This is an optimization exercise on Yosys and OpenROAD, whose aim is a short achievable clock period and few clock cycles, not a production implementation. At most, simulation tests tie the RTL to the original design; equivalence was not proved. For runs 2 and 3, only the layout was checked, not whether the RTL still works. Power and IR drop assume default switching activity.

==> flow/design.v (outline; a module is shown in full before it is edited, if it fits) <==
// module mips_divider: 113 lines
// module mips_core: 540 lines
// module mips_mul_s1: 1517 lines
// module mips_mul_s2: 136 lines
module mips_core (
    input  wire        clk,
    input  wire        rst,            
    input  wire [31:0] text_base,      
    output wire [31:0] imem_addr,
    input  wire [31:0] imem_rdata,
    output wire [31:0] dmem_addr,
    output wire        dmem_re,
    output wire        dmem_we,
    output wire [3:0]  dmem_wstrb,
    output wire [31:0] dmem_wdata,
    input  wire [31:0] dmem_rdata,
    output wire        retire_valid,
    output wire [31:0] retire_pc,
    output wire        retire_we,      
    output wire [4:0]  retire_rd,
    output wire [31:0] retire_wdata,
    output reg         halted,
    output reg  [3:0]  halt_cause,
    output reg  [31:0] halt_pc
);
  // ...
==> flow/flow/run.sh <==
#!/bin/bash
# The standard layout (the standard.sh, unchanged synthesis), with the
# timing repair steps asked to leave SETUP_MARGIN ns of setup slack so that
# they also work on paths far shorter than the clock period.
set -euo pipefail
cd "$(dirname "$0")/.."
SETUP_MARGIN=$(cat flow/setup_margin)
bash standard.sh SETUP_SLACK_MARGIN="$SETUP_MARGIN" finish > make_finish.log 2>&1
==> flow/flow/setup_margin <==
8.5
==> flow/standard.sh <==
#!/bin/bash
# synth_recipe.tcl (not shown) runs the flow's synth.tcl, then flattens the netlist and writes it again
# the make line also repeats each setting of config.mk as NAME=value (left out here)
make -C /OpenROAD-flow-scripts/flow DESIGN_CONFIG=/design/flow/config.mk WORK_HOME=/design/flow/orfs CLKGATE_MAP_FILE= SYNTH_SCRIPT=/design/flow/synth_recipe.tcl "${@:-finish}"
==> flow/config.mk <==
export PLATFORM = sky130hd
export DESIGN_NAME = mips_core
export DESIGN_NICKNAME = mips_core
export VERILOG_FILES = /design/flow/design.v
export SDC_FILE = /design/flow/constraint.sdc
export NUM_CORES = 4
export LEC_CHECK = 0
export CAP_MARGIN = 20
export CELL_PAD_IN_SITES_DETAIL_PLACEMENT = 1
export CELL_PAD_IN_SITES_GLOBAL_PLACEMENT = 2
export CORE_MARGIN = 2
export CORE_UTILIZATION = 40
export PLACE_DENSITY = 0.6
export SLEW_MARGIN = 20
==> flow/constraint.sdc <==
create_clock -name core_clock -period 12.5 [get_ports {clk}]
set_input_delay 2.5000 -clock core_clock [delete_from_list [all_inputs] [get_ports {clk}]]
set_output_delay 2.5000 -clock core_clock [all_outputs]
set_load 0.01 [all_outputs]
==> results list, run 1 <==
* List of cells traversed by the critical path: or3_4 -> o31ai_4 -> inv_2 -> buf_6
* Floorplan core area: 368000 um2
* Overall global routing resource usage: 0.392
- Met3 WL: 65100 um
- Clock-pin slew was measured on the worst setup and hold paths at 0.06 ns.
- Power dissipated in sequential cells: 10.1 mW
- The repair_antennas step left the layout with diodes totalling 27.
- Post-Synth XOR/XNOR Area: 0.0656
- Of the total synthesized cell area, the portion taken by full adders, half adders and majority gates is 0.103.
- The internal portion of the total power is 23.1 mW.
- Row generation in the floorplan step produced 223 rows.
- Leading cell types by count after synthesis: 1397 x sky130_fd_sc_hd__edfxtp_1, 1033 x sky130_fd_sc_hd__and2_1, 926 x sky130_fd_sc_hd__dfxtp_1, 925 x sky130_fd_sc_hd__clkbuf_1, 661 x sky130_fd_sc_hd__mux4_2
* Share of final layout cell area taken by non-clock buffers: 0.0821
- In this run the critical register-to-register path is launched from fa_w.
* Clock root buffer: sky130_fd_sc_hd__clkbuf_16
* Yosys warning count: 2
- In the finished design, the share of the clock period the worst path needs comes to 0.370.
- Of the total power, the share spent switching nets is 0.438.
* Smallest hold slack: 0.322 ns
- Input and output buffers added on the ports amount to 307.
- CTS Buf Count: 288
- The number of placed instances, taps included, is 17580.
* Most common cell after layout, fill and taps aside: sky130_fd_sc_hd__edfxtp_1
* Reg with most FFs: gpr
- Across all setup checks in the final design, the least slack found is 7.87 ns.
- The largest share of the power goes to combinational cells.
- A synthesized cell averages 11.2 um2.
- Count of unresolved DRC violations after routing: 0
- Final non-filler cell total: 18858
- Top library cells by usage in the layout, fill and taps aside: 1397 x sky130_fd_sc_hd__edfxtp_1, 1028 x sky130_fd_sc_hd__and2_1, 764 x sky130_fd_sc_hd__dfxtp_1, 738 x sky130_fd_sc_hd__buf_4, 661 x sky130_fd_sc_hd__mux4_2
- Seq/Total Area, Yosys: 0.410
* Share of final-layout standard cells stronger than drive strength 1: 0.249
- IR analysis of the VDD net gives a maximum drop of 0.260 mV.
- The worst hold path terminates at mw_pc[23].
- Final Instance Area: 179000 um2
- Clock latency on the worst-skew pair, taken at its later pin, is 0.96 ns.
* Dominant cell by count in the synthesized netlist: sky130_fd_sc_hd__edfxtp_1
* Main combinational cell family by area after synthesis: multiplexers
- Outcome: no timing/DRC/antenna violations
* Delay contributed by the slowest stage of the critical path: 0.40 ns
- Number of nets still failing antenna checks after routing: 0
Testbench counts, summed over its fixed seeds: cycles 32,371.
==> module mips_core, before the edit <==
module mips_core (
    input  wire        clk,
    input  wire        rst,            
    input  wire [31:0] text_base,      
    output wire [31:0] imem_addr,
    input  wire [31:0] imem_rdata,
    output wire [31:0] dmem_addr,
    output wire        dmem_re,
    output wire        dmem_we,
    output wire [3:0]  dmem_wstrb,
    output wire [31:0] dmem_wdata,
    input  wire [31:0] dmem_rdata,
    output wire        retire_valid,
    output wire [31:0] retire_pc,
    output wire        retire_we,      
    output wire [4:0]  retire_rd,
    output wire [31:0] retire_wdata,
    output reg         halted,
    output reg  [3:0]  halt_cause,
    output reg  [31:0] halt_pc
);
  localparam [3:0] CAUSE_NONE         = 4'd0;
  localparam [3:0] CAUSE_ILLEGAL      = 4'd1;
  localparam [3:0] CAUSE_OVERFLOW     = 4'd2;
  localparam [3:0] CAUSE_DIV_ZERO     = 4'd3;
  localparam [3:0] CAUSE_DIV_OVERFLOW = 4'd4;
  localparam [3:0] CAUSE_MISALIGN_MEM = 4'd5;
  localparam [3:0] CAUSE_MISALIGN_JMP = 4'd6;
  localparam [3:0] CAUSE_SYSCALL      = 4'd7;
  localparam [3:0] CAUSE_BREAK        = 4'd8;
  localparam [3:0] CAUSE_TRAP         = 4'd9;
  localparam R_ADD  = 0;    
  localparam R_SLT  = 1;    
  localparam R_AND  = 2;
  localparam R_OR   = 3;
  localparam R_XOR  = 4;
  localparam R_NOR  = 5;
  localparam R_LUI  = 6;
  localparam R_SH   = 7;    
  localparam R_LINK = 8;    
  localparam NR     = 9;
  reg [31:0] pc_f;           
  reg [31:0] ras;            
  reg        stop;           
  reg        fd_valid;
  reg [31:0] fd_instr;
  reg [31:0] fd_pc;
  reg [31:0] fd_pc4;
  reg        fd_pt;          
  reg [31:0] fd_ptgt;        
  reg        de_valid;
  reg [31:0] de_pc;
  reg [31:0] de_pc4;
  reg [31:0] de_a;           
  reg [31:0] de_b;           
  reg [31:0] de_st;          
  reg        fa_m, fa_w;     
  reg        fb_m, fb_w;     
  reg        fs_m, fs_w;     
  reg [15:0] de_imm;
  reg [4:0]  de_shamt;
  reg [NR-1:0] de_rsel;
  reg        de_sub;         
  reg        de_sltu;        
  reg        de_ovf;         
  reg        de_shv;         
  reg        de_shr;         
  reg        de_sha;         
  reg [4:0]  de_rd;          
  reg        de_late;        
  reg        de_load;
  reg        de_store;
  reg [1:0]  de_size;        
  reg        de_lsign;       
  reg        de_br;          
  reg [1:0]  de_brk;         
  reg        de_jr;          
  reg        de_pt;
  reg [31:0] de_ptgt;
  reg [31:0] de_btgt;        
  reg        de_mul;
  reg        de_div;
  reg        de_mds;         
  reg        de_mthi, de_mtlo, de_mfhi, de_mflo;
  reg [3:0]  de_cause;       
  reg        em_valid;       
  reg        em_fault;
  reg [3:0]  em_cause;
  reg [31:0] em_pc;
  reg [31:0] em_result;
  reg [31:0] em_addr;
  reg [4:0]  em_rd;
  reg        em_load;
  reg [1:0]  em_size;
  reg        em_lsign;
  reg        em_mfhi, em_mflo;
  reg        em_re, em_we;
  reg [3:0]  em_wstrb;
  reg [31:0] em_wdata;
  reg        mw_valid;
  reg        mw_fault;
  reg [3:0]  mw_cause;
  reg [31:0] mw_pc;
  reg [4:0]  mw_rd;
  reg [31:0] mw_result;
  reg [31:0] gpr [1:31];
  reg [31:0] hi;
  reg [31:0] lo;
  assign retire_valid = mw_valid;
  assign retire_pc    = mw_pc;
  assign retire_we    = mw_valid && (mw_rd != 5'd0);
  assign retire_rd    = mw_rd;
  assign retire_wdata = mw_result;
  wire w_we = mw_valid && (mw_rd != 5'd0);
  integer i;
  always @(posedge clk) begin
    if (rst) begin
      for (i = 1; i < 32; i = i + 1)
        gpr[i] <= 32'd0;
    end else if (w_we) begin
      gpr[mw_rd] <= mw_result;
    end
  end
  always @(posedge clk) begin
    if (rst) begin
      halted     <= 1'b0;
      halt_cause <= CAUSE_NONE;
      halt_pc    <= 32'd0;
    end else if (mw_fault) begin
      halted     <= 1'b1;
      halt_cause <= mw_cause;
      halt_pc    <= mw_pc;
    end
  end
  wire [5:0]  d_opc   = fd_instr[31:26];
  wire [5:0]  d_funct = fd_instr[5:0];
  wire [4:0]  d_rs    = fd_instr[25:21];
  wire [4:0]  d_rt    = fd_instr[20:16];
  wire [4:0]  d_rdf   = fd_instr[15:11];
  reg         d_urs, d_urt;    
  reg         d_immb;          
  reg         d_zext;          
  reg [NR-1:0] d_rsel;
  reg         d_sub, d_sltu, d_ovf, d_shv, d_shr, d_sha;
  reg [4:0]   d_rd;
  reg         d_late, d_load, d_store, d_lsign;
  reg [1:0]   d_size;
  reg         d_br, d_jr;
  reg [1:0]   d_brk;
  reg         d_mul, d_div, d_mds, d_mthi, d_mtlo, d_mfhi, d_mflo;
  reg [3:0]   d_cause;
  always @* begin
    d_urs = 1'b0; d_urt = 1'b0; d_immb = 1'b0; d_zext = 1'b0;
    d_rsel = {NR{1'b0}};
    d_sub = 1'b0; d_sltu = 1'b0; d_ovf = 1'b0;
    d_shv = 1'b0; d_shr = 1'b0; d_sha = 1'b0;
    d_rd = 5'd0;
    d_late = 1'b0; d_load = 1'b0; d_store = 1'b0; d_lsign = 1'b0; d_size = 2'd2;
    d_br = 1'b0; d_brk = d_opc[1:0]; d_jr = 1'b0;
    d_mul = 1'b0; d_div = 1'b0; d_mds = 1'b0;
    d_mthi = 1'b0; d_mtlo = 1'b0; d_mfhi = 1'b0; d_mflo = 1'b0;
    d_cause = CAUSE_NONE;
    case (d_opc)
      6'h00: begin
        case (d_funct)
          6'h00, 6'h02, 6'h03: begin
            d_urt = 1'b1; d_rd = d_rdf; d_rsel[R_SH] = 1'b1;
            d_shr = d_funct[1]; d_sha = d_funct[0];
          end
          6'h04, 6'h06, 6'h07: begin
            d_urs = 1'b1; d_urt = 1'b1; d_rd = d_rdf; d_rsel[R_SH] = 1'b1;
            d_shv = 1'b1; d_shr = d_funct[1]; d_sha = d_funct[0];
          end
          6'h08: begin d_urs = 1'b1; d_jr = 1'b1; end
          6'h09: begin d_urs = 1'b1; d_jr = 1'b1; d_rd = d_rdf; d_rsel[R_LINK] = 1'b1; end
          6'h0C: d_cause = CAUSE_SYSCALL;
          6'h0D: d_cause = CAUSE_BREAK;
          6'h10: begin d_rd = d_rdf; d_late = 1'b1; d_mfhi = 1'b1; end
          6'h11: begin d_urs = 1'b1; d_mthi = 1'b1; end
          6'h12: begin d_rd = d_rdf; d_late = 1'b1; d_mflo = 1'b1; end
          6'h13: begin d_urs = 1'b1; d_mtlo = 1'b1; end
          6'h18, 6'h19: begin d_urs = 1'b1; d_urt = 1'b1; d_mul = 1'b1; d_mds = ~d_funct[0]; end
          6'h1A, 6'h1B: begin d_urs = 1'b1; d_urt = 1'b1; d_div = 1'b1; d_mds = ~d_funct[0]; end
          6'h20, 6'h21, 6'h22, 6'h23: begin
            d_urs = 1'b1; d_urt = 1'b1; d_rd = d_rdf; d_rsel[R_ADD] = 1'b1;
            d_sub = d_funct[1]; d_ovf = ~d_funct[0];
          end
          6'h24: begin d_urs = 1'b1; d_urt = 1'b1; d_rd = d_rdf; d_rsel[R_AND] = 1'b1; end
          6'h25: begin d_urs = 1'b1; d_urt = 1'b1; d_rd = d_rdf; d_rsel[R_OR]  = 1'b1; end
          6'h26: begin d_urs = 1'b1; d_urt = 1'b1; d_rd = d_rdf; d_rsel[R_XOR] = 1'b1; end
          6'h27: begin d_urs = 1'b1; d_urt = 1'b1; d_rd = d_rdf; d_rsel[R_NOR] = 1'b1; end
          6'h2A, 6'h2B: begin
            d_urs = 1'b1; d_urt = 1'b1; d_rd = d_rdf; d_rsel[R_SLT] = 1'b1;
            d_sub = 1'b1; d_sltu = d_funct[0];
          end
          default: d_cause = CAUSE_ILLEGAL;
        endcase
      end
      6'h02: ;
      6'h03: begin d_rd = 5'd31; d_rsel[R_LINK] = 1'b1; end
      6'h04, 6'h05: begin d_urs = 1'b1; d_urt = 1'b1; d_br = 1'b1; end
      6'h06, 6'h07: begin d_urs = 1'b1; d_br = 1'b1; end
      6'h08, 6'h09: begin
        d_urs = 1'b1; d_immb = 1'b1; d_rd = d_rt; d_rsel[R_ADD] = 1'b1; d_ovf = ~d_opc[0];
      end
      6'h0A, 6'h0B: begin
        d_urs = 1'b1; d_immb = 1'b1; d_rd = d_rt; d_rsel[R_SLT] = 1'b1;
        d_sub = 1'b1; d_sltu = d_opc[0];
      end
      6'h0C: begin d_urs = 1'b1; d_immb = 1'b1; d_zext = 1'b1; d_rd = d_rt; d_rsel[R_AND] = 1'b1; end
      6'h0D: begin d_urs = 1'b1; d_immb = 1'b1; d_zext = 1'b1; d_rd = d_rt; d_rsel[R_OR]  = 1'b1; end
      6'h0E: begin d_urs = 1'b1; d_immb = 1'b1; d_zext = 1'b1; d_rd = d_rt; d_rsel[R_XOR] = 1'b1; end
      6'h0F: begin d_rd = d_rt; d_rsel[R_LUI] = 1'b1; end
      6'h1A: d_cause = CAUSE_TRAP;
      6'h20, 6'h21, 6'h23, 6'h24, 6'h25: begin
        d_urs = 1'b1; d_rd = d_rt; d_late = 1'b1; d_load = 1'b1;
        d_size = d_opc[1:0] == 2'b11 ? 2'd2 : {1'b0, d_opc[0]};
        d_lsign = ~d_opc[2];
      end
      6'h28, 6'h29, 6'h2B: begin
        d_urs = 1'b1; d_urt = 1'b1; d_store = 1'b1;
        d_size = d_opc[1:0] == 2'b11 ? 2'd2 : {1'b0, d_opc[0]};
      end
      default: d_cause = CAUSE_ILLEGAL;
    endcase
  end
  wire d_rs_use = d_urs && (d_rs != 5'd0);
  wire d_rt_use = d_urt && (d_rt != 5'd0);
  wire e_lhaz = de_valid && de_late &&
                ((d_rs_use && (de_rd == d_rs)) || (d_rt_use && (de_rd == d_rt)));
  wire div_busy;
  wire div_soon;             
  wire div_free_next;        
  wire d_hilo = d_mthi || d_mtlo || d_mfhi || d_mflo || d_mul;
  wire e_div_pend = de_valid && de_div;
  wire d_mdhaz = ((d_hilo || d_div) && e_div_pend) ||
                 (d_hilo && div_busy && !div_soon) ||
                 (d_div && div_busy && !div_free_next);
  wire redir;                
  wire d_stall = fd_valid && (e_lhaz || d_mdhaz);
  wire d_issue = fd_valid && !d_stall && !redir;
  wire m_wr = em_valid && (em_rd != 5'd0);
  wire e_wr = de_valid && (de_rd != 5'd0);
  wire n_fa_m = d_urs && e_wr && (de_rd == d_rs);
  wire n_fa_w = d_urs && !n_fa_m && m_wr && (em_rd == d_rs);
  wire n_fs_m = d_urt && e_wr && (de_rd == d_rt);
  wire n_fs_w = d_urt && !n_fs_m && m_wr && (em_rd == d_rt);
  wire [31:0] rf_rs = (d_rs == 5'd0) ? 32'd0 :
                      (w_we && (mw_rd == d_rs)) ? mw_result : gpr[d_rs];
  wire [31:0] rf_rt = (d_rt == 5'd0) ? 32'd0 :
                      (w_we && (mw_rd == d_rt)) ? mw_result : gpr[d_rt];
  wire [31:0] d_imm = d_zext ? {16'd0, fd_instr[15:0]} : {{16{fd_instr[15]}}, fd_instr[15:0]};
  wire [31:0] d_btgt = fd_pc4 + {{14{fd_instr[15]}}, fd_instr[15:0], 2'b00};
  wire        e_valid = de_valid && !stop;
  wire [31:0] ea = fa_m ? em_result : fa_w ? mw_result : de_a;
  wire [31:0] eb = fb_m ? em_result : fb_w ? mw_result : de_b;
  wire [31:0] es = fs_m ? em_result : fs_w ? mw_result : de_st;
  wire [31:0] e_simm = {{16{de_imm[15]}}, de_imm};
  wire [31:0] e_bx  = de_sub ? ~eb : eb;
  wire [32:0] e_sum = {1'b0, ea} + {1'b0, e_bx} + {32'd0, de_sub};
  wire        e_ovf = (ea[31] == e_bx[31]) && (e_sum[31] != ea[31]);
  wire        e_lt  = de_sltu ? ~e_sum[32] :
                      ((ea[31] != eb[31]) ? ea[31] : e_sum[31]);
  wire [4:0]  e_sha = de_shv ? ea[4:0] : de_shamt;
  reg  [31:0] e_shin;
  reg  [31:0] e_shrev;
  always @* begin
    for (i = 0; i < 32; i = i + 1)
      e_shin[i] = de_shr ? eb[i] : eb[31 - i];
  end
  wire        e_shfill = de_sha & eb[31];
  wire [31:0] e_shout = $signed({e_shfill, e_shin}) >>> e_sha;
  always @* begin
    for (i = 0; i < 32; i = i + 1)
      e_shrev[i] = de_shr ? e_shout[i] : e_shout[31 - i];
  end
  wire [31:0] e_result =
      ({32{de_rsel[R_ADD]}}  & e_sum[31:0]) |
      ({32{de_rsel[R_SLT]}}  & {31'd0, e_lt}) |
      ({32{de_rsel[R_AND]}}  & (ea & eb)) |
      ({32{de_rsel[R_OR]}}   & (ea | eb)) |
      ({32{de_rsel[R_XOR]}}  & (ea ^ eb)) |
      ({32{de_rsel[R_NOR]}}  & ~(ea | eb)) |
      ({32{de_rsel[R_LUI]}}  & {de_imm, 16'd0}) |
      ({32{de_rsel[R_SH]}}   & e_shrev) |
      ({32{de_rsel[R_LINK]}} & de_pc4);
  wire [31:0] e_addr = ea + e_simm;
  wire        e_mis  = (de_size == 2'd1 && e_addr[0]) ||
                       (de_size == 2'd2 && e_addr[1:0] != 2'b00);
  wire        e_eq    = (ea == es);
  wire        e_azero = (ea == 32'd0);
  reg         e_taken;
  always @* begin
    case (de_brk)
      2'd0: e_taken = e_eq;
      2'd1: e_taken = !e_eq;
      2'd2: e_taken = ea[31] || e_azero;
      default: e_taken = !ea[31] && !e_azero;
    endcase
  end
  wire e_dzero = (es == 32'd0);
  wire e_dovf  = de_mds && (ea == 32'h80000000) && (es == 32'hFFFFFFFF);
  reg [3:0] e_cause;
  always @* begin
    e_cause = de_cause;
    if (de_cause == CAUSE_NONE) begin
      if (de_ovf && e_ovf)                        e_cause = CAUSE_OVERFLOW;
      else if ((de_load || de_store) && e_mis)    e_cause = CAUSE_MISALIGN_MEM;
      else if (de_jr && ea[1:0] != 2'b00)         e_cause = CAUSE_MISALIGN_JMP;
      else if (de_div && e_dzero)                 e_cause = CAUSE_DIV_ZERO;
      else if (de_div && e_dovf)                  e_cause = CAUSE_DIV_OVERFLOW;
    end
  end
  wire e_fault = e_valid && (e_cause != CAUSE_NONE);
  wire e_ok    = e_valid && (e_cause == CAUSE_NONE);
  wire e_br_mis = de_br && (e_taken != de_pt);
  wire e_jr_mis = de_jr && (ea[1:0] == 2'b00) && (!de_pt || (ea != de_ptgt));
  assign redir  = e_valid && (e_br_mis || e_jr_mis);
  wire [31:0] redir_pc = de_jr ? ea : (e_taken ? de_btgt : de_pc4);
  reg [3:0]  e_wstrb;
  reg [31:0] e_wdata;
  always @* begin
    case (de_size)
      2'd0: begin e_wstrb = 4'b0001 << e_addr[1:0]; e_wdata = {4{es[7:0]}}; end
      2'd1: begin e_wstrb = e_addr[1] ? 4'b1100 : 4'b0011; e_wdata = {2{es[15:0]}}; end
      default: begin e_wstrb = 4'b1111; e_wdata = es; end
    endcase
  end
  wire [34:0] e_bb = {{2{de_mds & es[31]}}, es, 1'b0};
  reg  [16:0] e_sng, e_dbl, e_neg;
  always @* begin
    for (i = 0; i < 17; i = i + 1) begin
      e_sng[i] = e_bb[2*i+1] ^ e_bb[2*i];
      e_dbl[i] = (e_bb[2*i+2] & ~e_bb[2*i+1] & ~e_bb[2*i]) |
                 (~e_bb[2*i+2] & e_bb[2*i+1] & e_bb[2*i]);
      e_neg[i] = e_bb[2*i+2];
    end
  end
  reg         m1_mul, m1_mthi, m1_mtlo;
  reg [32:0]  m1_a;
  reg [16:0]  m1_sng, m1_dbl, m1_neg;
  reg [31:0]  m1_val;
  wire [191:0] m1_rows;
  reg         m2_mul;
  reg [191:0] m2_rows;
  wire [63:0] m2_prod;
  mips_mul_s1 u_mul1 (.a(m1_a), .sng(m1_sng), .dbl(m1_dbl), .neg(m1_neg), .rows(m1_rows));
  mips_mul_s2 u_mul2 (.rows(m2_rows), .p(m2_prod));
  wire        div_done;
  wire [31:0] div_q;
  wire [31:0] div_r;
  mips_divider u_div (
      .clk       (clk),
      .rst       (rst),
      .start     (e_ok && de_div),
      .is_signed (de_mds),
      .dividend  (ea),
      .divisor   (es),
      .busy      (div_busy),
      .soon      (div_soon),
      .free_next (div_free_next),
      .done      (div_done),
      .quotient  (div_q),
      .remainder (div_r)
  );
  always @(posedge clk) begin
    if (rst) begin
      m1_mul  <= 1'b0;
      m1_mthi <= 1'b0;
      m1_mtlo <= 1'b0;
      m2_mul  <= 1'b0;
      hi      <= 32'd0;
      lo      <= 32'd0;
    end else begin
      m1_mul  <= e_ok && de_mul;
      m1_mthi <= e_ok && de_mthi;
      m1_mtlo <= e_ok && de_mtlo;
      m2_mul  <= m1_mul;
      if (m1_mthi)
        hi <= m1_val;
      else if (m2_mul)
        hi <= m2_prod[63:32];
      else if (div_done)
        hi <= div_r;
      if (m1_mtlo)
        lo <= m1_val;
      else if (m2_mul)
        lo <= m2_prod[31:0];
      else if (div_done)
        lo <= div_q;
    end
  end
  always @(posedge clk) begin
    m1_a    <= {de_mds & ea[31], ea};
    m1_sng  <= e_sng;
    m1_dbl  <= e_dbl;
    m1_neg  <= e_neg;
    m1_val  <= ea;
    m2_rows <= m1_rows;
  end
  assign dmem_addr  = em_addr;
  assign dmem_re    = em_re;
  assign dmem_we    = em_we;
  assign dmem_wstrb = em_wstrb;
  assign dmem_wdata = em_wdata;
  wire [7:0]  m_byte = em_addr[1] ? (em_addr[0] ? dmem_rdata[31:24] : dmem_rdata[23:16])
                                  : (em_addr[0] ? dmem_rdata[15:8]  : dmem_rdata[7:0]);
  wire [15:0] m_half = em_addr[1] ? dmem_rdata[31:16] : dmem_rdata[15:0];
  reg  [31:0] m_result;
  always @* begin
    if (em_load) begin
      case (em_size)
        2'd0:    m_result = {{24{em_lsign & m_byte[7]}}, m_byte};
        2'd1:    m_result = {{16{em_lsign & m_half[15]}}, m_half};
        default: m_result = dmem_rdata;
      endcase
    end else if (em_mfhi) begin
      m_result = m2_mul ? m2_prod[63:32] : hi;
    end else if (em_mflo) begin
      m_result = m2_mul ? m2_prod[31:0] : lo;
    end else begin
      m_result = em_result;
    end
  end
  assign imem_addr = pc_f;
  wire [31:0] f_ir   = imem_rdata;
  wire [31:0] f_pc4  = pc_f + 32'd4;
  wire        f_j    = (f_ir[31:27] == 5'b00001);                   
  wire        f_jal  = (f_ir[31:26] == 6'h03) ||
                       ((f_ir[31:26] == 6'h00) && (f_ir[5:0] == 6'h09));
  wire        f_jr31 = (f_ir[31:26] == 6'h00) && (f_ir[5:0] == 6'h08) && (f_ir[25:21] == 5'd31);
  wire        f_br   = (f_ir[31:28] == 4'b0001);
  wire        f_brt  = f_br && ((f_ir[27:26] == 2'b01) || f_ir[15]);    
  wire [30:0] f_bsum  = {pc_f[31:2], 1'b1} + {{14{f_ir[15]}}, f_ir[15:0], 1'b1};
  wire [31:0] f_btgt  = {f_bsum[30:1], 2'b00};
  wire [31:0] f_jtgt  = {f_pc4[31:28], f_ir[25:0], 2'b00};
  wire        f_pt    = f_j || f_jr31 || f_brt;
  wire [31:0] f_next  = f_j ? f_jtgt : f_jr31 ? ras : f_brt ? f_btgt : f_pc4;
  wire        f_acc   = !d_stall;      
  always @(posedge clk) begin
    if (rst) begin
      pc_f     <= text_base;
      ras      <= 32'd0;
      stop     <= 1'b0;
      fd_valid <= 1'b0;
      de_valid <= 1'b0;
      em_valid <= 1'b0;
      em_fault <= 1'b0;
      em_re    <= 1'b0;
      em_we    <= 1'b0;
      mw_valid <= 1'b0;
      mw_fault <= 1'b0;
    end else begin
      if (e_fault)
        stop <= 1'b1;
      if (redir)
        pc_f <= redir_pc;
      else if (f_acc)
        pc_f <= f_next;
      if (!redir && f_acc && f_jal)
        ras <= f_pc4;
      if (redir)
        fd_valid <= 1'b0;
      else if (f_acc)
        fd_valid <= 1'b1;
      de_valid <= d_issue;
      em_valid <= e_ok;
      em_fault <= e_fault;
      em_re    <= e_ok && de_load;
      em_we    <= e_ok && de_store;
      mw_valid <= em_valid;
      mw_fault <= em_fault;
    end
  end
  always @(posedge clk) begin
    if (f_acc) begin
      fd_instr <= f_ir;
      fd_pc    <= pc_f;
      fd_pc4   <= f_pc4;
      fd_pt    <= f_pt;
      fd_ptgt  <= ras;
    end
    de_pc    <= fd_pc;
    de_pc4   <= fd_pc4;
    de_a     <= rf_rs;
    de_b     <= d_immb ? d_imm : rf_rt;
    de_st    <= rf_rt;
    fa_m     <= n_fa_m;
    fa_w     <= n_fa_w;
    fb_m     <= n_fs_m && !d_immb;
    fb_w     <= n_fs_w && !d_immb;
    fs_m     <= n_fs_m;
    fs_w     <= n_fs_w;
    de_imm   <= fd_instr[15:0];
    de_shamt <= fd_instr[10:6];
    de_rsel  <= d_rsel;
    de_sub   <= d_sub;
    de_sltu  <= d_sltu;
    de_ovf   <= d_ovf;
    de_shv   <= d_shv;
    de_shr   <= d_shr;
    de_sha   <= d_sha;
    de_rd    <= d_rd;
    de_late  <= d_late;
    de_load  <= d_load;
    de_store <= d_store;
    de_size  <= d_size;
    de_lsign <= d_lsign;
    de_br    <= d_br;
    de_brk   <= d_brk;
    de_jr    <= d_jr;
    de_pt    <= fd_pt;
    de_ptgt  <= fd_ptgt;
    de_btgt  <= d_btgt;
    de_mul   <= d_mul;
    de_div   <= d_div;
    de_mds   <= d_mds;
    de_mthi  <= d_mthi;
    de_mtlo  <= d_mtlo;
    de_mfhi  <= d_mfhi;
    de_mflo  <= d_mflo;
    de_cause <= d_cause;
    em_cause <= e_cause;
    em_pc    <= de_pc;
    em_result <= e_result;
    em_addr  <= e_addr;
    em_rd    <= e_fault ? 5'd0 : de_rd;
    em_load  <= de_load;
    em_size  <= de_size;
    em_lsign <= de_lsign;
    em_mfhi  <= de_mfhi;
    em_mflo  <= de_mflo;
    em_wstrb <= e_wstrb;
    em_wdata <= e_wdata;
    mw_cause  <= em_cause;
    mw_pc     <= em_pc;
    mw_rd     <= em_rd;
    mw_result <= m_result;
  end
endmodule
==> inputs of run 2 (changes only) <==
--- a/flow/design.v
+++ b/flow/design.v
@@ -545,6 +545,11 @@
   wire        f_br   = (f_ir[31:28] == 4'b0001);
   wire        f_brt  = f_br && ((f_ir[27:26] == 2'b01) || f_ir[15]);    
-  wire [30:0] f_bsum  = {pc_f[31:2], 1'b1} + {{14{f_ir[15]}}, f_ir[15:0], 1'b1};
-  wire [31:0] f_btgt  = {f_bsum[30:1], 2'b00};
+  wire [16:0] f_tlo   = {1'b0, f_pc4[17:2]} + {1'b0, f_ir[15:0]};
+  wire [13:0] f_thi0  = f_pc4[31:18];
+  wire [13:0] f_thip  = f_pc4[31:18] + 14'd1;
+  wire [13:0] f_thim  = f_pc4[31:18] - 14'd1;
+  wire [13:0] f_thi   = f_ir[15] ? (f_tlo[16] ? f_thi0 : f_thim)
+                                 : (f_tlo[16] ? f_thip : f_thi0);
+  wire [31:0] f_btgt  = {f_thi, f_tlo[15:0], 2'b00};
   wire [31:0] f_jtgt  = {f_pc4[31:28], f_ir[25:0], 2'b00};
   wire        f_pt    = f_j || f_jr31 || f_brt;
==> run 2 against run 1 <==
- first-iteration DRC count decreased by 5.2%
- utilization down 0.17 points
- routed wire length is 1.3% lower
- largest power group unchanged
- die area about the same
- via count decreased by 0.17%
- global-route usage fell by 0.56 points
- highest routed layer unchanged
- still clean
- clock skew increased by 0.019 ns
==> results list, run 2 <==
* Element type at the critical path end: flop (was output port)
- Worst-case headroom to the max-slew limit: 0.0699 (was 0.179)
- The area fraction of the dominant cell type after synthesis is 0.284 (about the same).
- Post-Syn Area per Cell: 11.2 um2 (about the same)
* Number of antenna violations at the first check in global routing: 62 (was 81)
* Worst setup slack before clock tree synthesis: 5.59 ns (was 6.22 ns)
* Setup violations, final: 0 (unchanged)
- The final critical-path share of the clock period came to 0.396 (was 0.370).
- Via count of the first global-routing pass: 122724 (was 123227)
* Most common cell after layout, fill and taps aside: sky130_fd_sc_hd__edfxtp_1 (unchanged)
- Startpoint class of the critical path: input pin (was flop)
* Number of nets still failing antenna checks after routing: 0 (unchanged)
- Layout area overhead: 21.0% (was 21.4%)
- Initial detailed-routing violation count: 13430 (was 14173)
- Top library cells by usage in the layout, fill and taps aside: 1397 x sky130_fd_sc_hd__edfxtp_1, 1048 x sky130_fd_sc_hd__and2_1, 793 x sky130_fd_sc_hd__dfxtp_1, 702 x sky130_fd_sc_hd__buf_4, 654 x sky130_fd_sc_hd__mux4_2 (was 1397 x sky130_fd_sc_hd__edfxtp_1, 1028 x sky130_fd_sc_hd__and2_1, 764 x sky130_fd_sc_hd__dfxtp_1, 738 x sky130_fd_sc_hd__buf_4, 661 x sky130_fd_sc_hd__mux4_2).
* Critical path required time: 13.26 ns (was 10.00 ns)
- The horizontal die dimension was 612 um (was 611 um).
- The total power divided by cell area is 229 nW/um2 (about the same).
- The count of placed standard cells including taps came to 17691 (was 17580).
- Worst Path Class, Setup: in -> reg (was reg -> out)
* Outcome: no timing/DRC/antenna violations (unchanged)
- Biggest regs: gpr x1024, m2_rows x186 (unchanged)
- Leading register cell type out of synthesis: sky130_fd_sc_hd__edfxtp_1 (unchanged)
- The reported max-cap violation count came to 0 (unchanged).
- The synthesized flop and latch total was 2323 (unchanged).
* Clock sink count: 2323 (unchanged)
* Drt via density: 6.36 (was 6.39)
- Flip-flop count of the largest register after layout: 1024 (unchanged)
- CTS clock-pin slew for the worst setup and hold paths: 0.06 ns (about the same)
- Area of the multi-input gates: 85000 um2 (was 85400 um2)
- CP Max Fanout: 5 (was 2)
* Hold Violations, Final: 0 (unchanged)
- The worst setup slack after layout was 7.55 ns (was 7.87 ns).
* Clock root buffer: sky130_fd_sc_hd__clkbuf_16 (unchanged)
- I/O pin total: 308 (unchanged)
- Setup TNS: 0 ns (unchanged)
* CTS max path bufs: 4 (unchanged)
- The cell area after technology mapping was 148000 um2 (about the same).
- The deepest level of the CTS H-tree came to 5 (unchanged).
- Global placement routability congestion: 0.955 (was 0.987)
- The storage element area was 60800 um2 (was 60900 um2).
- Seq/Total Area, Yosys: 0.410 (about the same)
- Largest net degree at the start of global routing: 121 (was 91)
- The overall routed net length was 741000 um (was 751000 um).
- The arrival time of the worst setup path is 5.71 ns (was 2.13 ns).
- The global-route usage over all layers is 0.386 (was 0.392).
- Upper clock frequency limit: 202 MHz (was 216 MHz)
* RSZ-0062 raised after global routing: true (unchanged)
- The die extent in y came to 612 um (was 611 um).
* Global-route wire length before repair: 1010000 um (was 1020000 um)
- The register name with the most flops is gpr (unchanged).
- Synth top area cells: sky130_fd_sc_hd__edfxtp_1 28%, sky130_fd_sc_hd__dfxtp_1 13%, sky130_fd_sc_hd__mux4_2 10%, sky130_fd_sc_hd__fa_1 6.4%, sky130_fd_sc_hd__and2_1 4.5% (was sky130_fd_sc_hd__edfxtp_1 28%, sky130_fd_sc_hd__dfxtp_1 13%, sky130_fd_sc_hd__mux4_2 10%, sky130_fd_sc_hd__fa_1 6.4%, sky130_fd_sc_hd__and2_1 4.4%).
* Latest clock arrival within the worst-skew pair: 0.97 ns (was 0.96 ns)
* Average wire per standard cell: 39.2 um (was 39.8 um)
- The post-placement cell area came to 157000 um2 (about the same).
- Leading cell types by count after synthesis: 1397 x sky130_fd_sc_hd__edfxtp_1, 1059 x sky130_fd_sc_hd__and2_1, 926 x sky130_fd_sc_hd__dfxtp_1, 902 x sky130_fd_sc_hd__clkbuf_1, 672 x sky130_fd_sc_hd__xnor2_1 (was 1397 x sky130_fd_sc_hd__edfxtp_1, 1033 x sky130_fd_sc_hd__and2_1, 926 x sky130_fd_sc_hd__dfxtp_1, 925 x sky130_fd_sc_hd__clkbuf_1, 661 x sky130_fd_sc_hd__mux4_2)
- Static leakage: 69.4 nW (was 69.2 nW)
- The post-synthesis instance total is 13222 (was 13161).
* Fill cells: 38118 (was 37959)
- Yosys cell types: 104 (was 97)
- Final net count: 14835 (was 14792)
- The final instance area came to 179000 um2 (about the same).
- The total die area was 374000 um2 (about the same).
- The number of cells in the finished layout apart from fillers is 18903 (was 18858).
- Final setup skew: 0.0886 ns (was 0.0695 ns)
- CTS Buf Count: 290 (was 288)
- The worst IR drop on VDD is 0.276 mV (was 0.260 mV).
* Share of final-layout standard cells stronger than drive strength 1: 0.242 (was 0.249)
* Number of enable flip-flop cells after synthesis: 1397 (unchanged)
* Utilization of the core after routing: 0.485 (was 0.487)
- Pins over their slew limit: 0 (unchanged)
* Count of unresolved DRC violations after routing: 0 (unchanged)
* Dominant cell by count in the synthesized netlist: sky130_fd_sc_hd__edfxtp_1 (unchanged)
- Final min period: 4.95 ns (was 4.63 ns)
- Floorplan row count: 223 (unchanged)
- The TritonCTS clock tree was yes (unchanged).
- The fraction of registers with async set or reset after synthesis is 0 (unchanged).
- The type of the tightest min-delay check was reg -> reg (unchanged).
- Yosys warning count: 2 (unchanged)
- The effective utilization at floorplan is 0.401 (about the same).
* Number of detailed-routing iterations run before antenna repair: 8 (unchanged)
- The transition time of the tightest slew-check pin came to 1.37 ns (was 1.23 ns).
* Detailed Place HPWL: 482000 um (was 480000 um)
* Post-synthesis cell type with the largest combined area: sky130_fd_sc_hd__edfxtp_1 (unchanged)
- The placeable core area was 368000 um2 (about the same).
- The total of buffers placed on input and output ports is 307 (unchanged).
- Remaining global-route overflow: 0 (unchanged)
* Total vias in the final route: 120241 (was 120443)
run 2: path summary, 6_finish.rpt:
kind,from,to,slack (ns),cells past startpoint
max,imem_rdata[0],pc_f[29],7.55,13
min,fd_ptgt[10],de_ptgt[10],0.32,0
max reg2reg,pc_f[2],pc_f[29],7.66,15
min reg2reg,fd_ptgt[10],de_ptgt[10],0.32,0
run 2: area by class of cell:
class                      count  share of cell area
antenna                       27            0.000378
clock inverter               116             0.00613
clock buffer                 405              0.0462
sequential                  2323               0.340
inverter                     665              0.0145
multi-input combinational   9138               0.476
tap                         4837              0.0339
timing repair buffer        1392              0.0826
run 2: stage by stage:
step                power, mW  hold WS (ns)
floorplan                22.2         0.310
global placement         29.6         0.310
detailed placement       29.8         0.314
CTS                      39.8         0.310
global route             43.2         0.330
finish                   40.9         0.318
run 2: kinds of logic after synthesis:
group                      count (synthesis)  synth area share
adders and majority gates                927             0.102
xor gates and xnor gates                1109            0.0660
muxes                                   1323             0.147
and+or+nand+nor                         3093             0.108
buffers and inverters                   1795            0.0467
other                                      1         0.0000254
DFF                                     2323             0.410
AOI/OAI and AO/OA                       2651             0.120
run 2: per-layer routing:
metal | share of wire | up-vias | GRT usage
li1 | - | 49116 | -
met1 | 0.39 | 63153 | 0.496
met2 | 0.45 | 6183 | 0.600
met3 | 0.085 | 1773 | 0.0733
met4 | 0.077 | 16 | 0.245
met5 | 0.00014 | - | 0
run 2: timing repair:
| item | CTS | global route |
|---|---|---|
| pin swaps | 174 | 209 |
| hold buffers | 0 | 0 |
| hold endpoints to repair | 0 | 0 |
| buffers inserted | 479 | 120 |
| gates resized for setup | 1923 | 450 |
| setup endpoints to repair | 1555 | 498 |
| cloned | 47 | 17 |
run 2: where the power goes:
group	leakage [nW]	switching, mW	total (mW)	internal (mW)
clock	4.57	3.64	8.54	4.90
sequential	22.3	0.785	10.1	9.30
combinational	42.6	13.6	22.3	8.70
total	69.4	18.0	40.9	22.9
run 2: worst max-delay path, cell delays in order:
cell and delay, ns:
sky130_fd_sc_hd__buf_12 0.11, sky130_fd_sc_hd__ha_4 0.16, sky130_fd_sc_hd__fa_2 0.42, sky130_fd_sc_hd__a211oi_4 0.28, sky130_fd_sc_hd__o21ai_2 0.11, sky130_fd_sc_hd__a2111oi_4 0.37, sky130_fd_sc_hd__o21ai_2 0.12, sky130_fd_sc_hd__a41o_4 0.26
sky130_fd_sc_hd__or3_4 0.33, sky130_fd_sc_hd__or3_4 0.34, sky130_fd_sc_hd__a32o_1 0.22, sky130_fd_sc_hd__or4_4 0.42, sky130_fd_sc_hd__nand3_2 0.07
==> inputs of run 3 (changes only) <==
--- a/flow/design.v
+++ b/flow/design.v
@@ -197,4 +197,7 @@
   reg        de_mthi, de_mtlo, de_mfhi, de_mflo;
   reg [3:0]  de_cause;       
+  reg        de_bad;         
+  reg        de_mem;         
+  reg [31:0] de_bx;          
   reg        em_valid;       
   reg        em_fault;
@@ -212,4 +215,5 @@
   reg [31:0] em_wdata;
   reg        mw_valid;
+  reg        mw_we;          
   reg        mw_fault;
   reg [3:0]  mw_cause;
@@ -222,8 +226,8 @@
   assign retire_valid = mw_valid;
   assign retire_pc    = mw_pc;
-  assign retire_we    = mw_valid && (mw_rd != 5'd0);
+  assign retire_we    = mw_we;
   assign retire_rd    = mw_rd;
   assign retire_wdata = mw_result;
-  wire w_we = mw_valid && (mw_rd != 5'd0);
+  wire w_we = mw_we;
   integer i;
   always @(posedge clk) begin
@@ -370,6 +374,10 @@
   wire [31:0] es = fs_m ? em_result : fs_w ? mw_result : de_st;
   wire [31:0] e_simm = {{16{de_imm[15]}}, de_imm};
-  wire [31:0] e_bx  = de_sub ? ~eb : eb;
-  wire [32:0] e_sum = {1'b0, ea} + {1'b0, e_bx} + {32'd0, de_sub};
+  wire [31:0] e_bx  = fb_m ? (em_result ^ {32{de_sub}}) :
+                      fb_w ? (mw_result ^ {32{de_sub}}) : de_bx;
+  wire [31:0] e_sum_lo;
+  wire        e_sum_c;
+  mips_ks_add #(.W(32)) u_alu_add (.a(ea), .b(e_bx), .cin(de_sub), .sum(e_sum_lo), .cout(e_sum_c));
+  wire [32:0] e_sum = {e_sum_c, e_sum_lo};
   wire        e_ovf = (ea[31] == e_bx[31]) && (e_sum[31] != ea[31]);
   wire        e_lt  = de_sltu ? ~e_sum[32] :
@@ -398,5 +406,6 @@
       ({32{de_rsel[R_SH]}}   & e_shrev) |
       ({32{de_rsel[R_LINK]}} & de_pc4);
-  wire [31:0] e_addr = ea + e_simm;
+  wire [31:0] e_addr;
+  mips_ks_add #(.W(32)) u_addr_add (.a(ea), .b(e_simm), .cin(1'b0), .sum(e_addr), .cout());
   wire        e_mis  = (de_size == 2'd1 && e_addr[0]) ||
                        (de_size == 2'd2 && e_addr[1:0] != 2'b00);
@@ -414,4 +423,9 @@
   wire e_dzero = (es == 32'd0);
   wire e_dovf  = de_mds && (ea == 32'h80000000) && (es == 32'hFFFFFFFF);
+  wire e_f_ovf  = de_ovf && e_ovf;
+  wire e_f_mis  = de_mem && e_mis;
+  wire e_f_jmis = de_jr && (ea[1:0] != 2'b00);
+  wire e_f_div  = de_div && (e_dzero || e_dovf);
+  wire e_any    = de_bad || e_f_ovf || e_f_mis || e_f_jmis || e_f_div;
   reg [3:0] e_cause;
   always @* begin
@@ -425,6 +439,6 @@
     end
   end
-  wire e_fault = e_valid && (e_cause != CAUSE_NONE);
-  wire e_ok    = e_valid && (e_cause == CAUSE_NONE);
+  wire e_fault = e_valid && e_any;
+  wire e_ok    = e_valid && !e_any;
   wire e_br_mis = de_br && (e_taken != de_pt);
   wire e_jr_mis = de_jr && (ea[1:0] == 2'b00) && (!de_pt || (ea != de_ptgt));
@@ -466,5 +480,5 @@
       .clk       (clk),
       .rst       (rst),
-      .start     (e_ok && de_div),
+      .start     (e_valid && de_div && !e_dzero && !e_dovf),
       .is_signed (de_mds),
       .dividend  (ea),
@@ -486,7 +500,7 @@
       lo      <= 32'd0;
     end else begin
-      m1_mul  <= e_ok && de_mul;
-      m1_mthi <= e_ok && de_mthi;
-      m1_mtlo <= e_ok && de_mtlo;
+      m1_mul  <= e_valid && de_mul;       
+      m1_mthi <= e_valid && de_mthi;
+      m1_mtlo <= e_valid && de_mtlo;
       m2_mul  <= m1_mul;
       if (m1_mthi)
@@ -545,11 +559,8 @@
   wire        f_br   = (f_ir[31:28] == 4'b0001);
   wire        f_brt  = f_br && ((f_ir[27:26] == 2'b01) || f_ir[15]);    
-  wire [16:0] f_tlo   = {1'b0, f_pc4[17:2]} + {1'b0, f_ir[15:0]};
-  wire [13:0] f_thi0  = f_pc4[31:18];
-  wire [13:0] f_thip  = f_pc4[31:18] + 14'd1;
-  wire [13:0] f_thim  = f_pc4[31:18] - 14'd1;
-  wire [13:0] f_thi   = f_ir[15] ? (f_tlo[16] ? f_thi0 : f_thim)
-                                 : (f_tlo[16] ? f_thip : f_thi0);
-  wire [31:0] f_btgt  = {f_thi, f_tlo[15:0], 2'b00};
+  wire [29:0] f_bsum;
+  mips_ks_add #(.W(30)) u_br_add (.a(pc_f[31:2]), .b({{14{f_ir[15]}}, f_ir[15:0]}), .cin(1'b1),
+                                  .sum(f_bsum), .cout());
+  wire [31:0] f_btgt  = {f_bsum, 2'b00};
   wire [31:0] f_jtgt  = {f_pc4[31:28], f_ir[25:0], 2'b00};
   wire        f_pt    = f_j || f_jr31 || f_brt;
@@ -568,4 +579,5 @@
       em_we    <= 1'b0;
       mw_valid <= 1'b0;
+      mw_we    <= 1'b0;
       mw_fault <= 1'b0;
     end else begin
@@ -585,7 +597,8 @@
       em_valid <= e_ok;
       em_fault <= e_fault;
-      em_re    <= e_ok && de_load;
-      em_we    <= e_ok && de_store;
+      em_re    <= e_valid && de_load && !e_mis;
+      em_we    <= e_valid && de_store && !e_mis;
       mw_valid <= em_valid;
+      mw_we    <= m_wr;
       mw_fault <= em_fault;
     end
@@ -639,9 +652,12 @@
     de_mflo  <= d_mflo;
     de_cause <= d_cause;
+    de_bad   <= (d_cause != CAUSE_NONE);
+    de_mem   <= d_load || d_store;
+    de_bx    <= (d_immb ? d_imm : rf_rt) ^ {32{d_sub}};
     em_cause <= e_cause;
     em_pc    <= de_pc;
     em_result <= e_result;
     em_addr  <= e_addr;
-    em_rd    <= e_fault ? 5'd0 : de_rd;
+    em_rd    <= de_rd;
     em_load  <= de_load;
     em_size  <= de_size;
@@ -657,4 +673,33 @@
   end
 endmodule
+module mips_ks_add #(parameter W = 32) (
+    input  wire [W-1:0] a,
+    input  wire [W-1:0] b,
+    input  wire         cin,
+    output wire [W-1:0] sum,
+    output wire         cout
+);
+  localparam L = $clog2(W + 1);
+  wire [W:0] g [0:L];
+  wire [W:0] p [0:L];
+  assign g[0] = {a & b, cin};
+  assign p[0] = {a ^ b, 1'b0};
+  genvar l, k;
+  generate
+    for (l = 0; l < L; l = l + 1) begin : lvl
+      for (k = 0; k <= W; k = k + 1) begin : bitk
+        if (k >= (1 << l)) begin : comb
+          assign g[l+1][k] = g[l][k] | (p[l][k] & g[l][k - (1 << l)]);
+          assign p[l+1][k] = p[l][k] & p[l][k - (1 << l)];
+        end else begin : pass
+          assign g[l+1][k] = g[l][k];
+          assign p[l+1][k] = p[l][k];
+        end
+      end
+    end
+  endgenerate
+  assign sum  = (a ^ b) ^ g[L][W-1:0];
+  assign cout = g[L][W];
+endmodule
 module mips_mul_s1 (
     input  wire [32:0] a,
==> run 3 against run 2 <==
- still clean
- sequential power hardly changed
- via count is 2.3% higher
- critical path depth is 6 higher
- sequential share of layout area is 0.070 points lower
- fmax is 10% higher
- highest routed layer unchanged
==> results list, run 3 <==
- The fraction of power consumed by combinational cells came to 0.538 (was 0.544).
- The post-synthesis instance total came to 13416 (was 13222).
- The count of antenna-violating nets left after detailed routing was 0 (unchanged).
- Crit share post-route: 0.358 (was 0.396)
- The latest clock arrival within the worst-skew pair is 0.98 ns (was 0.97 ns).
* Remaining global-route overflow: 0 (unchanged)
- Yosys warning count: 4 (was 2)
- Critical Path Source: fa_w (was imem_rdata[0])
* Internal reg-to-reg setup slack: 8.02 ns (was 7.66 ns)
- The routed via count was 123055 (was 120241).
- Number of cells on the worst reg-to-reg path: 19 (was 15)
- Global-route wire length before repair: 1030000 um (was 1010000 um)
- The deepest level of the CTS H-tree was 5 (unchanged).
- The critical path start-end classification was reg -> reg (was in -> reg).
* Complex-gate fraction of the synthesized area: 0.126 (was 0.120)
- The cell with the most instances after synthesis is sky130_fd_sc_hd__edfxtp_1 (unchanged).
* Synth top area cells: sky130_fd_sc_hd__edfxtp_1 28%, sky130_fd_sc_hd__dfxtp_1 13%, sky130_fd_sc_hd__mux4_2 10%, sky130_fd_sc_hd__fa_1 6.3%, sky130_fd_sc_hd__and2_1 4.3% (was sky130_fd_sc_hd__edfxtp_1 28%, sky130_fd_sc_hd__dfxtp_1 13%, sky130_fd_sc_hd__mux4_2 10%, sky130_fd_sc_hd__fa_1 6.4%, sky130_fd_sc_hd__and2_1 4.5%)
- The total power divided by cell area is 224 nW/um2 (was 229 nW/um2).
- Part of the total power dissipated in sequential elements: 0.247 (about the same)
* Sw Ratio: 0.433 (was 0.440)
- The maximum number of pins on one net before global-route repair was 120 (was 121).
* Total standard cell area after synthesis: 150000 um2 (was 148000 um2)
- The static leakage was 70.7 nW (was 69.4 nW).
- RSZ-0062 raised after global routing: true (unchanged)
* Final setup skew: 0.0738 ns (was 0.0886 ns)
* Main combinational cell family by area after synthesis: multiplexers (unchanged)
- Wire length on met2: 342000 um (was 331000 um)
- The multiplexer share of the synthesized area came to 0.147 (about the same).
* Die Width: 616 um (was 612 um)
* Die Height: 616 um (was 612 um)
- Element type at the critical path end: flop (unchanged)
* Port Buffers: 307 (unchanged)
* Count of unresolved DRC violations after routing: 0 (unchanged)
* Global placement routability congestion: 0.951 (was 0.955)
- CTS tree: yes (unchanged)
- Share of final-layout standard cells stronger than drive strength 1: 0.247 (was 0.242)
* Final net count: 15005 (was 14835)
- Critical path capture point: pc_f[21] (was pc_f[29])
* Average wire per standard cell: 39.3 um (was 39.2 um)
- The predominant post-synthesis flop cell is sky130_fd_sc_hd__edfxtp_1 (unchanged).
- Outcome: no timing/DRC/antenna violations (unchanged).
- The area fraction of the dominant cell type after synthesis is 0.280 (was 0.284).
* Post-Synth XOR/XNOR Area: 0.0648 (was 0.0660)
- The layout overhead on the synthesized area is 21.1% (was 21.0%).
* Crit Reg-Reg Endpoint: pc_f[21] (was pc_f[29])
- The number of antenna violations at the first check in global routing was 66 (was 62).
- Depth of the worst hold-timing path: 0 (unchanged)
* Initial cell density of the core: 0.402 (was 0.401)
* Count of maximum capacitance violations: 0 (unchanged)
- The post-synthesis adder-cell area fraction was 0.102 (about the same).
* Worst Min Path Start: de_pc[30] (was fd_ptgt[10])
- The total die area was 379000 um2 (was 374000 um2).
- The number of global-route vias before repair is 126342 (was 122724).
- Floorplan row count: 224 (was 223)
* Post-CTS Hold Fix Bufs: 0 (unchanged)
- I/O pin total: 308 (unchanged)
* Number of detailed-routing iterations run before antenna repair: 7 (was 8)
- The number of pins exceeding their max-slew limit in the final report was 0 (unchanged).
* Upper clock frequency limit: 223 MHz (was 202 MHz)
- The violation count after the first detailed-route iteration came to 14298 (was 13430).
- Detailed Place HPWL: 486000 um (was 482000 um)
- The ratio of routed vias to standard cells was 6.40 (was 6.36).
- Setup TNS: 0 ns (unchanged)
- The number of hold violations in the final report was 0 (unchanged).
- The most common cell after layout, fill and taps aside is sky130_fd_sc_hd__edfxtp_1 (unchanged).
- Net switching power: 17.6 mW (was 18.0 mW)
- The total power after layout is 40.7 mW (was 40.9 mW).
- Yosys reg bits: 2358 (was 2323)
* Biggest regs: gpr x1024, m2_rows x186 (unchanged)
- Clock root buffer: sky130_fd_sc_hd__clkbuf_16 (unchanged)
- The highest routing layer actually used is met5 (unchanged).
* Floorplan core area: 372000 um2 (was 368000 um2)
- The minimum hold slack came to 0.317 ns (was 0.318 ns).
- Post-synthesis cell type with the largest combined area: sky130_fd_sc_hd__edfxtp_1 (unchanged)
* Yosys cell types: 93 (was 104)
- Leading cell types by count after synthesis: 1397 x sky130_fd_sc_hd__edfxtp_1, 1026 x sky130_fd_sc_hd__and2_1, 961 x sky130_fd_sc_hd__dfxtp_1, 960 x sky130_fd_sc_hd__clkbuf_1, 666 x sky130_fd_sc_hd__mux4_2 (was 1397 x sky130_fd_sc_hd__edfxtp_1, 1059 x sky130_fd_sc_hd__and2_1, 926 x sky130_fd_sc_hd__dfxtp_1, 902 x sky130_fd_sc_hd__clkbuf_1, 672 x sky130_fd_sc_hd__xnor2_1)
- The design internal power is 23.1 mW (was 22.9 mW).
- CP Max Fanout: 7 (was 5)
* Slew at the pin closest to its max-slew limit: 1.19 ns (was 1.37 ns)
- Utilization of the core after routing: 0.487 (was 0.485)
- Flip-flop count of the largest register after layout: 1024 (unchanged)
- Hold Crit Class: reg -> reg (unchanged)
* Met1 Wirelength: 290000 um (was 289000 um)
* Number of enable flip-flop cells after synthesis: 1397 (unchanged)
* WL final: 756000 um (was 741000 um)
- Worst-case headroom to the max-slew limit: 0.197 (was 0.0699)
- Critical path required time: 13.29 ns (was 13.26 ns)
- Clock sink count: 2358 (was 2323)
- CTS max path bufs: 4 (unchanged)
- The number of endpoints failing setup at the final stage was 0 (unchanged).
- The register name with the most flops is gpr (unchanged).
* Top library cells by usage in the layout, fill and taps aside: 1397 x sky130_fd_sc_hd__edfxtp_1, 1020 x sky130_fd_sc_hd__and2_1, 779 x sky130_fd_sc_hd__dfxtp_1, 743 x sky130_fd_sc_hd__buf_4, 666 x sky130_fd_sc_hd__mux4_2 (was 1397 x sky130_fd_sc_hd__edfxtp_1, 1048 x sky130_fd_sc_hd__and2_1, 793 x sky130_fd_sc_hd__dfxtp_1, 702 x sky130_fd_sc_hd__buf_4, 654 x sky130_fd_sc_hd__mux4_2)
- Overall global routing resource usage: 0.388 (was 0.386)
- The proportion of power drawn by the clock network is 0.215 (was 0.209).
- Post-Syn Area per Cell: 11.2 um2 (about the same)
- Simple-Gate Fraction of Synth Area: 0.106 (was 0.108)
* Data arrival time of the critical path: 5.27 ns (was 5.71 ns)
- The worst IR drop on VDD is 0.213 mV (was 0.276 mV).
* CTS Buf Count: 291 (was 290)
* Reg2reg start: fa_w (was pc_f[2])
- The fraction of registers with async set or reset after synthesis is 0 (unchanged).
- The clock slew seen by the registers of the worst setup and hold paths is 0.06 ns (about the same).
- Met3 WL: 64500 um (was 63000 um)
- Startpoint class of the critical path: flop (was input pin)
- The sequential-to-total area share from yosys stat was 0.408 (was 0.410).
* Final min period: 4.48 ns (was 4.95 ns)
-- run 3: final cells by class --
cell class | instances | area (um2)
inverter | 656 | 2560
tap | 4972 | 6220
fill | 38360 | 191000
clock buffer | 390 | 8220
clock inverter | 146 | 1510
antenna | 51 | 128
multi-input combinational | 9252 | 86400
sequential | 2358 | 61600
timing repair buffer | 1410 | 14700
-- run 3: worst min path at each step --
stage / endpoint / slack, ns
finish: em_pc[30] / 0.32
CTS: em_pc[30] / 0.32
global placement: mw_pc[30] / 0.31
floorplan: em_lsign / 0.31
global route: em_pc[30] / 0.33
detailed placement: em_pc[31] / 0.31
-- run 3: per-layer routing --
| layer | vias to the layer above | track usage |
|---|---|---|
| li1 | 50055 | - |
| met1 | 64276 | 0.485 |
| met2 | 6757 | 0.609 |
| met3 | 1933 | 0.0795 |
| met4 | 34 | 0.258 |
| met5 | - | 0.000631 |
-- run 3: cell families (layout without fill, tap and decap cells) --
kind of cell             after synthesis  after routing
XOR/XNOR                            1109           1109
buffers and inverters               1814           2602
AO/OA/AOI/OAI                       2818           2818
multiplexers                        1326           1326
flip-flops                          2358           2358
adder cells (fa/ha/maj)              938            938
other                                  0             51
AND/OR/NAND/NOR                     3053           3061
-- run 3: worst max-delay path, cell delays in order, from the launching register on --
cell and delay (ns):
sky130_fd_sc_hd__dfxtp_4 0.44, sky130_fd_sc_hd__buf_12 0.13, sky130_fd_sc_hd__mux2i_4 0.25, sky130_fd_sc_hd__o21ai_4 0.15
sky130_fd_sc_hd__inv_2 0.11, sky130_fd_sc_hd__ha_4 0.16, sky130_fd_sc_hd__o311ai_4 0.10, sky130_fd_sc_hd__or3_4 0.43
sky130_fd_sc_hd__or4_4 0.57, sky130_fd_sc_hd__o32ai_4 0.28, sky130_fd_sc_hd__or2_1 0.19, sky130_fd_sc_hd__o21ai_4 0.12
sky130_fd_sc_hd__buf_12 0.18, sky130_fd_sc_hd__mux2_4 0.25, sky130_fd_sc_hd__nand2_8 0.11, sky130_fd_sc_hd__buf_16 0.16
sky130_fd_sc_hd__buf_12 0.12, sky130_fd_sc_hd__buf_8 0.12, sky130_fd_sc_hd__a221o_1 0.25, sky130_fd_sc_hd__a31oi_1 0.18
-- run 3: power groups by stage --
stage | Clock, mW | Combinational [mW] | Sequential (mW)
detailed placement | 0 | 18.5 | 10.3
floorplan | 0 | 11.7 | 9.81
global route | 9.15 | 23.7 | 10.1
CTS | 8.85 | 20.4 | 10.0
global placement | 0 | 18.4 | 10.3
finish | 8.77 | 21.9 | 10.0
-- run 3: per-stage QoR --
step	setup WS [ns]	std cells	cell area [um2]
CTS	7.99	19022	178000
finish	8.02	19235	181000
global placement	5.75	17921	159000
floorplan	7.52	13416	151000
detailed placement	5.61	17921	159000
global route	7.98	19187	181000
-- run 3: what timing repair did --
action,in CTS,in global routing
setup endpoints to repair,2218,599
resized for setup,1878,471
gates cloned,56,12
setup buffers,509,150
pin swaps,172,201

==> re-timing with driven ports <==
The results above use ideal ports. As a check the final layouts listed here were re-extracted and re-timed, cells and wires unchanged. Step 1: set_driving_cell puts a clkbuf_16 on clk and a buf_2 on each other input, an assumption about the parent block. Step 2 adds t to the input delays and takes it off the output delays; t is the mean of the earliest and latest rising clock arrival at the registers after step 1. Input paths then give back, and output paths get back, about the clock's delay inside the block. a / b / c = no drivers / after step 1 / after step 2; a / b = the first two.
run | t (ns) | setup slack, ns | hold slack, ns | worst register clock-pin slew, ns
run 1 | 1.044 | 7.870 / 7.755 / 6.920 | 0.322 / 0.322 / 0.322 | 0.07 / 0.07
run 2 | 1.043 | 7.552 / 7.612 / 6.569 | 0.318 / 0.318 / 0.318 | 0.07 / 0.07
run 3 | 1.052 | 8.020 / 8.020 / 7.114 | 0.317 / 0.317 / 0.317 | 0.07 / 0.07
After both steps every run listed still meets setup and hold. For run 2, which loses most, drivers alone change the setup slack by +0.060 ns; drivers and shift together by -0.983 ns.
